Context: an optimization exercise on an open-source flow, tuned for small area. The choices shown serve that exercise and are no tape-out recipe. Only simulation tests tie the RTL to the original design; equivalence was not proved. No activity file was given, so power comes from the tool's default toggle rates.

// mc32_core
module mc32_core (
  input  wire        clk,
  input  wire        rst,           
  input  wire [31:0] prog_len,      
  output wire [31:0] imem_addr,
  input  wire [63:0] imem_rdata,
  output wire [9:0]  dmem_addr,
  output wire        dmem_we,
  output wire [31:0] dmem_wdata,
  input  wire [31:0] dmem_rdata,
  input  wire        in_valid,
  input  wire        in_eof,
  input  wire [7:0]  in_data,
  output wire        in_ready,
  output wire        out_valid,
  output wire [7:0]  out_data,
  output wire        halted,
  output wire        faulted,
  output wire [2:0]  fault_code,
  output wire [31:0] exit_code
);
  localparam NREG  = 13;
  localparam DEPTH = 16;
  localparam [2:0] F_STACK    = 3'd1;
  localparam [2:0] F_RANGE    = 3'd2;
  localparam [2:0] F_ILLEGAL  = 3'd3;
  localparam [2:0] F_FETCH    = 3'd4;
  localparam [2:0] F_CALL     = 3'd5;
  localparam [2:0] F_RET      = 3'd6;
  localparam [2:0] F_PUTBACK  = 3'd7;
  ...
==> flow/config.mk <==
export PLATFORM = sky130hd
export DESIGN_NAME = mc32_core
export DESIGN_NICKNAME = mc32_core
export VERILOG_FILES = /design/flow/design.v
export SDC_FILE = /design/flow/constraint.sdc
export NUM_CORES = 4
export LEC_CHECK = 0
export ABC_AREA = 0
export CAP_MARGIN = 20
export CORE_MARGIN = 2
export CORE_UTILIZATION = 55
export PLACE_DENSITY = 0.72
export SLEW_MARGIN = 20
==> flow/constraint.sdc <==
create_clock -name core_clock -period 10.0 [get_ports {clk}]
set_input_delay 2.0000 -clock core_clock [delete_from_list [all_inputs] [get_ports {clk}]]
set_output_delay 2.0000 -clock core_clock [all_outputs]
set_load 0.01 [all_outputs]
standard.sh (not shown) runs the stock make flow with config.mk's settings and CLKGATE_MAP_FILE= SYNTH_SCRIPT=/design/flow/synth_recipe.tcl, a recipe that flattens the netlist after the stock synthesis.
==> flow/flow/run.sh <==
#!/bin/bash
# The standard layout (the standard.sh, standard synthesis unchanged), with two knobs:
# every port still gets a buffer, but the small buf_1; and CTS without dummy loads, with
# clusters of at most 18 sinks driven by clkbuf_8.
set -euo pipefail
bash standard.sh \
  "BUFFER_PORTS_ARGS=-buffer_cell sky130_fd_sc_hd__buf_1" \
  "CTS_ARGS=-sink_clustering_enable -repair_clock_nets -dont_use_dummy_load -sink_clustering_size 18 -sink_clustering_max_diameter 75 -buf_list sky130_fd_sc_hd__clkbuf_8" \
  finish > standard.log 2>&1
Rerun with:
--- a/flow/design.v
+++ b/flow/design.v
@@ -44,15 +44,15 @@
   reg [2:0]  fcode;
   reg        flag_n, flag_z, flag_c, flag_v;
   reg [4:0]  rs_cnt;
   reg        pb_full;
   reg        eq, gt;           
   reg [31:0] pc;
   reg [31:0] T;
-  reg [11:0] A;
+  reg [9:0]  A;
   reg        hi;               
   reg        cy, zacc, ic;
   reg [2:0]  l_wsel;
   reg [3:0]  l_rd;
   reg [1:0]  l_mem;
   reg [1:0]  l_pcsel;
   reg        l_halt;
@@ -177,15 +177,15 @@
         default: alu = nA;
       endcase
   end
   wire zn    = (sum[3:0] == 4'd0);
   wire a31   = nA[3];
   wire b31   = nB[3];
   wire d31   = sum[3];
-  wire range   = (A[11:10] != 2'd0) || hi || (nB != 4'd0);
+  wire range   = hi || (nB != 4'd0);
   wire a_fault = !range && (A[9:0] == 10'd1021);
   wire a_in    = !range && (A[9:0] == 10'd1022);
   wire a_out   = !range && (A[9:0] == 10'd1023);
   wire a_plain = !range && (A[9:0] <= 10'd1020);
   wire ldr_wait = !eq && is_ldr && a_in && !pb_full;
   wire [4*DEPTH-1:0] rshf;
   wire [3:0] rs_top = rshf[{rs_cnt[3:0] - 4'd1, 2'b00} +: 4];
@@ -205,15 +205,15 @@
     end
   endgenerate
   reg [31:0] pb;
   always @(posedge clk)
     pb <= {(r2 && l_pbw) ? T[3:0] : pb[3:0], pb[31:4]};
   wire [2:0] sa     = A[4:2];
   wire [1:0] sb     = A[1:0];
-  wire       big    = hi || (A[11:5] != 7'd0);
+  wire       big    = hi || (A[9:5] != 5'd0);
   wire       sh_lsr = r1 ? (opc == OP_LSR) : l_lsr;
   wire [2:0] selp   = sh_lsr ? sa + 3'd1 : 3'd0 - sa;
   reg  [3:0] tsel;
   always @(*) begin
     case (selp)
       3'd0: tsel = T[3:0];
       3'd1: tsel = T[7:4];
@@ -243,15 +243,15 @@
       default: shw = shwin[6:3];
     endcase
   end
   wire [3:0] shnib  = big ? 4'h0 : shw;
   always @(posedge clk)
     sh_prev <= r1 ? (sh_lsr ? cur_r1 : 4'h0) : cur;
   wire [3:0] dnib  = dmem_rdata[{ph, 2'b00} +: 4];
-  assign     innib = ieof ? 4'hF : (ph == 3'd0) ? A[3:0] : (ph == 3'd1) ? (r1 ? A[3:0] : A[7:4]) : 4'h0;
+  assign     innib = ieof ? 4'hF : (ph == 3'd0) ? A[3:0] : (ph == 3'd1) ? A[7:4] : 4'h0;
   always @(*) begin
     case (l_wsel)
       W_T:     wd = T[3:0];
       W_SHL:   wd = shnib;
       W_SHR:   wd = shnib;
       W_MEM:   wd = dnib;
       W_IN:    wd = innib;
@@ -272,20 +272,18 @@
   assign exit_code  = pc;
   wire take_in = in_ready && in_valid;
   always @(posedge clk) begin
     T <= {r1 ? alu : T[3:0], T[31:4]};
     if (r1) begin
       cy   <= sum[4];
       zacc <= ((ph == 3'd0) ? 1'b1 : zacc) && zn;
-      if (ph <= 3'd2) begin
-        A  <= {nB, A[11:4]};
-        hi <= 1'b0;
-      end else begin
-        hi <= hi || (nB != 4'd0);
-      end
+      if (ph == 3'd0) A[3:0] <= nB;
+      if (ph == 3'd1) A[7:4] <= nB;
+      if (ph == 3'd2) A[9:8] <= nB[1:0];
+      hi <= (ph == 3'd2) ? (nB[3:2] != 2'd0) : (ph > 3'd2) && (hi || (nB != 4'd0));
     end
     if (take_in) begin
       A[7:0] <= in_data;
       ieof   <= in_eof;
     end
     if (pc_sh)
       ic <= inc[4];
Utilization grows by 0.27 points.
Power shrinks by a few percent.
Via count stays flat.
Sequential share of layout area shrinks by 0.49 points.
Maximum frequency grows by roughly a tenth.
Clock-buffer cell count grows by 1.
Synthesized area stays flat.
Cell count grows slightly.
Register-to-register slack improves by 590 ps.
Worst hold slack improves by 19 ps.

## what the ideal ports hide
How much do the figures lean on ideal ports? The routed layouts below were timed once more, with nothing changed but the port constraints. Step 1 assumes that a clkbuf_16 drives the clock port and a buf_2 every other input. Step 2 times the ports against the registers' clock, not the clock port: input delays grow and output delays shrink by t, the midpoint of the rising clock arrivals with the driver on. Slacks: no drivers / after step 1 / after step 2; pairs: no drivers / after step 1.
run | t (ns) | slack for setup (ns) | cell pins on the clock port's net
the first run | 0.700 | 1.959 / 1.903 / 1.903 | 1
the second run | 0.702 | 2.649 / 2.577 / 2.577 | 1
After both steps every run listed still meets setup and hold. For the second run, which loses most, drivers alone change the setup slack by -0.072 ns; drivers and shift together by -0.072 ns.
